Background: an optimization exercise with open tools, aiming at small area. Do not read the settings as production practice.
In this exercise RTL edits were held to simulation tests only and were not proved equivalent to the original.
The clock port is modelled as an ideal driver; clocking choices that lean on that would not hold on a real chip.
Power figures rest on the tool's default switching activity, not on a simulated workload.

==> module ps1_weak, before the edit <==
module ps1_weak (
    input  wire       clk,
    input  wire       rst,
    input  wire       wake,
    output wire       adc_start,
    input  wire       adc_busy,
    input  wire [7:0] adc_data,
    output wire       line_drv_low,
    output wire [1:0] status,
    output wire       tx_done_o,
    output wire       sleep
);
    localparam ST_OFF = 2'b00, ST_ACTIVITY = 2'b01, ST_SUCCESS = 2'b10, ST_ERROR = 2'b11;
    localparam SLEEP = 4'd0;
    reg [3:0] ws;
    reg [2:0] t;
    reg [9:0] acc;
    reg [1:0] stat;
    wire w_line  = ws[3];                   
    wire w_low   = ws[3] && !ws[0];
    wire w_high  = ws[3] && ws[0];
    wire w_sleep = (ws == SLEEP);
    wire w_start = !ws[3] && ws[0] && !(ws[1] && ws[2]);
    wire w_wait  = !ws[3] && !ws[0] && (ws[1] || ws[2]);
    wire w_done  = !ws[3] && ws[0] && ws[1] && ws[2];
    wire [4:0] tm      = {ws[2:1], t};
    wire [4:0] tm_step = {tm[3:0], tm[4] ^ tm[2]};
    wire       t_exp   = (tm == 5'd1);
    wire hold    = (stat == ST_ERROR);
    wire acc_ge3, valid;
    wire acc_lt3 = !acc_ge3;
    ps1_sampler u_val (.sum(acc), .ge3(acc_ge3), .valid(valid));
    wire take   = w_wait && !adc_busy;
    wire count  = t_exp && acc_ge3 && w_high && stat != ST_SUCCESS;
    wire [9:0] addend = take ? {2'b00, adc_data} : count ? 10'h3fd : 10'd0;
    wire [9:0] acc_sum = acc + addend;
    reg [3:0] n_ws;
    reg [2:0] n_t;
    reg [9:0] n_acc;
    reg [1:0] n_stat;
    always @(*) begin
        n_ws   = w_line ? {1'b1, tm_step[4:3], ws[0]} : ws;
        n_t    = tm_step[2:0];
        n_acc  = acc_sum;
        n_stat = stat;
        if (!w_line) begin
            if (ws[0] || (w_sleep ? wake : !adc_busy))
                n_ws = ws + 1'b1;
            if (w_sleep)
                n_acc = 10'd0;
            if (w_done) begin
                if (valid) begin
                    {n_ws, n_t} = {1'b1, 2'b01, 1'b0, 3'b100};   
                    n_stat = ST_ACTIVITY;
                end else begin
                    {n_ws, n_t} = {1'b1, 2'b10, 1'b0, 3'b000};
                    n_acc  = 10'd822;
                    n_stat = ST_ERROR;
                end
            end
        end else if (w_low) begin
            if (t_exp)
                {n_ws, n_t} = {1'b1, 2'b10, 1'b1, 3'b000};   
        end else begin   
            if (stat == ST_SUCCESS)
                n_ws = SLEEP;
            else if (t_exp) begin
                if (acc_lt3 && hold)
                    n_ws = SLEEP;
                else if (acc_lt3) begin
                    {n_ws, n_t} = {1'b1, 2'b10, 1'b1, 3'b000};
                    n_stat = ST_SUCCESS;
                end else
                    {n_ws, n_t} = {1'b1, 2'b10, 1'b0, 3'b000};   
            end
        end
    end
    always @(posedge clk) begin
        if (rst) begin
            ws   <= SLEEP;
            stat <= ST_OFF;
        end else begin
            ws   <= n_ws;
            stat <= n_stat;
        end
        t   <= n_t;
        acc <= n_acc;
    end
    assign adc_start    = w_start;
    assign line_drv_low = w_low || (w_line && hold);
    assign status       = stat;
    assign tx_done_o    = (stat == ST_SUCCESS);
    assign sleep        = w_sleep;
endmodule
==> flow/config.mk <==
export PLATFORM = sky130hd
export DESIGN_NAME = ps1_core
export DESIGN_NICKNAME = ps1_core
export VERILOG_FILES = /design/flow/design.v
export SDC_FILE = /design/flow/constraint.sdc
export NUM_CORES = 4
export LEC_CHECK = 0
export CAP_MARGIN = 20
export CORE_MARGIN = 2
export CORE_UTILIZATION = 40
export CTS_BUF_LIST = sky130_fd_sc_hd__clkbuf_4
export GPL_TIMING_DRIVEN = 0
export SLEW_MARGIN = 20
==> flow/constraint.sdc <==
create_clock -name core_clock -period 12.0 [get_ports {clk}]
set_input_delay 2.4000 -clock core_clock [delete_from_list [all_inputs] [get_ports {clk}]]
set_output_delay 2.4000 -clock core_clock [all_outputs]
set_load 0.01 [all_outputs]
standard.sh (not shown) runs the stock make flow with config.mk's settings and CLKGATE_MAP_FILE= SYNTH_SCRIPT=/design/flow/synth_recipe.tcl, a recipe that flattens the netlist after the stock synthesis.
==> flow/flow/run.sh <==
#!/bin/bash
# Layout flow: the standard flow (standard.sh) with these changes:
# - synthesis maps the logic with an area-oriented abc script (area.abc,
#   with a 60-second &deepsyn pass)
#   instead of ORFS's speed script, and leaves adders to abc instead of
#   mapping them to half/full-adder cells first; everything else in the
#   synthesis (flip-flop mapping, flattening, renaming) is the standard flow's own;
# - ports are buffered with sky130_fd_sc_hd__buf_1;
# - clock tree synthesis inserts no dummy loads, and a leaf clock buffer
#   that drives 10 or more flip-flops is then upsized (post_cts.tcl);
# - the constant outputs share synthesis's one tie cell (no tie fan-out
#   repair);
set -euo pipefail
HERE=$PWD
sed -e '/^source .*synth_preamble.tcl/a set abc_args [lreplace $abc_args 1 1 '"$HERE"'/flow/area.abc]' \
    "$FLOW_HOME/scripts/synth.tcl" > "$HERE/synth_area.tcl"
sed -e "s#source \$::env(SCRIPTS_DIR)/synth.tcl#source $HERE/synth_area.tcl#" \
    "$HERE/synth_recipe.tcl" > "$HERE/synth_recipe_area.tcl"
bash standard.sh SYNTH_SCRIPT="$HERE/synth_recipe_area.tcl" ADDER_MAP_FILE= \
    "BUFFER_PORTS_ARGS=-buffer_cell sky130_fd_sc_hd__buf_1" \
    "CTS_ARGS=-sink_clustering_enable -repair_clock_nets -buf_list sky130_fd_sc_hd__clkbuf_4 -dont_use_dummy_load" \
    POST_CTS_TCL="$HERE/flow/post_cts.tcl" SKIP_REPAIR_TIE_FANOUT=1 PRE_GLOBAL_PLACE_TCL="$HERE/flow/pre_gpl.tcl" \
    finish > standard.log 2>&1
==> flow/flow/area.abc <==
strash
&get -n
&fraig -x
&put
scorr
dc2
dretime
strash
&get -n
&deepsyn -T 60
&put
strash
&get -n
&dch -f
&nf -R 1000
&put
==> flow/flow/post_cts.tcl <==
# Runs at the end of the CTS step. A leaf clock buffer (clkbuf_4) that drives
# 10 or more flip-flops gives them too slow a clock edge; it is swapped for a
# clkbuf_8, and the placement is legalised again.
set upsized 0
foreach inst [get_cells clkbuf_*] {
  if {[get_property $inst ref_name] ne "sky130_fd_sc_hd__clkbuf_4"} { continue }
  set out [get_pins -of_objects $inst -filter "direction==output"]
  set n [llength [get_pins -of_objects [get_nets -of_objects $out] -filter "direction==input"]]
  if {$n >= 10} {
    replace_cell $inst sky130_fd_sc_hd__clkbuf_8
    puts "post_cts: [get_name $inst] drives $n sinks, now clkbuf_8"
    incr upsized
  }
}
if {$upsized > 0} {
  detailed_placement
  check_placement -verbose
}
==> flow/flow/pre_gpl.tcl <==
remove_buffers
Next try:
--- a/flow/design.v
+++ b/flow/design.v
@@ -19,9 +19,9 @@
     output wire       sleep
 );
     localparam ST_OFF = 2'b00, ST_ACTIVITY = 2'b01, ST_SUCCESS = 2'b10, ST_ERROR = 2'b11;
-    localparam SLEEP = 4'd0;
+    localparam SLEEP = 4'd0, LOW = 4'd8;
     reg [3:0] ws;
-    reg [2:0] t;
+    reg [4:0] t;
     reg [9:0] acc;
     reg [1:0] stat;
     wire w_line  = ws[3];                   
@@ -31,24 +31,23 @@
     wire w_start = !ws[3] && ws[0] && !(ws[1] && ws[2]);
     wire w_wait  = !ws[3] && !ws[0] && (ws[1] || ws[2]);
     wire w_done  = !ws[3] && ws[0] && ws[1] && ws[2];
-    wire [4:0] tm      = {ws[2:1], t};
-    wire [4:0] tm_step = {tm[3:0], tm[4] ^ tm[2]};
-    wire       t_exp   = (tm == 5'd1);
+    wire t_exp   = (t == 5'd1);
     wire hold    = (stat == ST_ERROR);
     wire acc_ge3, valid;
     wire acc_lt3 = !acc_ge3;
     ps1_sampler u_val (.sum(acc), .ge3(acc_ge3), .valid(valid));
     wire take   = w_wait && !adc_busy;
-    wire count  = t_exp && acc_ge3 && w_high && stat != ST_SUCCESS;
-    wire [9:0] addend = take ? {2'b00, adc_data} : count ? 10'h3fd : 10'd0;
+    wire count  = t_exp && acc_ge3 && (w_low ? hold : stat != ST_SUCCESS) && w_line;
+    wire [9:0] addend = take ? {2'b00, adc_data} : count ? {8'hff, hold, 1'b1} : 10'd0;
     wire [9:0] acc_sum = acc + addend;
+    wire [4:0] t_step  = {t[3:0], t[4] ^ t[2]};
     reg [3:0] n_ws;
-    reg [2:0] n_t;
+    reg [4:0] n_t;
     reg [9:0] n_acc;
     reg [1:0] n_stat;
     always @(*) begin
-        n_ws   = w_line ? {1'b1, tm_step[4:3], ws[0]} : ws;
-        n_t    = tm_step[2:0];
+        n_ws   = ws;
+        n_t    = t_step;
         n_acc  = acc_sum;
         n_stat = stat;
         if (!w_line) begin
@@ -58,28 +57,31 @@
                 n_acc = 10'd0;
             if (w_done) begin
                 if (valid) begin
-                    {n_ws, n_t} = {1'b1, 2'b01, 1'b0, 3'b100};   
+                    n_t    = 5'd12;   
                     n_stat = ST_ACTIVITY;
                 end else begin
-                    {n_ws, n_t} = {1'b1, 2'b10, 1'b0, 3'b000};
-                    n_acc  = 10'd822;
+                    n_t    = 5'd16;   
+                    n_acc  = 10'd551;
                     n_stat = ST_ERROR;
                 end
             end
         end else if (w_low) begin
-            if (t_exp)
-                {n_ws, n_t} = {1'b1, 2'b10, 1'b1, 3'b000};   
+            if (t_exp) begin
+                n_t = 5'd16;
+                if (!hold)
+                    n_ws = ws + 1'b1;   
+                else if (acc_lt3)
+                    n_ws = SLEEP;
+            end
         end else begin   
             if (stat == ST_SUCCESS)
                 n_ws = SLEEP;
             else if (t_exp) begin
-                if (acc_lt3 && hold)
-                    n_ws = SLEEP;
-                else if (acc_lt3) begin
-                    {n_ws, n_t} = {1'b1, 2'b10, 1'b1, 3'b000};
+                n_t = 5'd16;
+                if (acc_lt3)
                     n_stat = ST_SUCCESS;
-                end else
-                    {n_ws, n_t} = {1'b1, 2'b10, 1'b0, 3'b000};   
+                else
+                    n_ws = LOW;
             end
         end
     end
@@ -95,7 +97,7 @@
         acc <= n_acc;
     end
     assign adc_start    = w_start;
-    assign line_drv_low = w_low || (w_line && hold);
+    assign line_drv_low = w_low;
     assign status       = stat;
     assign tx_done_o    = (stat == ST_SUCCESS);
     assign sleep        = w_sleep;
After rerunning: Fmax falls by about 15%; register-to-register slack got worse by 0.97 ns; via count goes down by 2.2%; critical path depth grows by 5; combinational power fell by 42%; design area is higher by 1.2%; synthesized cell count is lower by 3.7%; total power goes down by about 17%; worst hold slack barely changes; core utilization shrinks by 1.1 points; global-route usage fell by 0.55 points; setup slack got worse by 0.96 ns; synthesized area rises by 1.2%.

[static timing again, ports no longer ideal]
How much do the figures lean on ideal ports? The routed layouts below were timed once more, with nothing changed but the port constraints. Step 1 (the two cells are an assumption about what drives the block):
set clk [get_ports {clk}]
set_driving_cell -lib_cell sky130_fd_sc_hd__clkbuf_16 $clk
set_driving_cell -lib_cell sky130_fd_sc_hd__buf_2 [delete_from_list [all_inputs] $clk]
Step 2, shift: input delay + t, output delay - t, t = (earliest + latest rising clock arrival at the registers) / 2. This alone moves slack from input paths to output paths. Slacks: ideal ports / drivers / drivers and shift; pairs: ideal ports / drivers.
| run | t, ns | setup slack, ns | latest minus earliest clock arrival (ns) |
|---|---|---|---|
| the first run | 0.415 | 6.630 / 6.638 / 6.223 | 0.032 / 0.032 |
| the second run | 0.425 | 5.670 / 5.674 / 5.249 | 0.036 / 0.036 |
After both steps setup and hold are still met in every run listed. For the second run, which loses most, drivers alone change the setup slack by +0.004 ns; drivers and shift together by -0.421 ns.
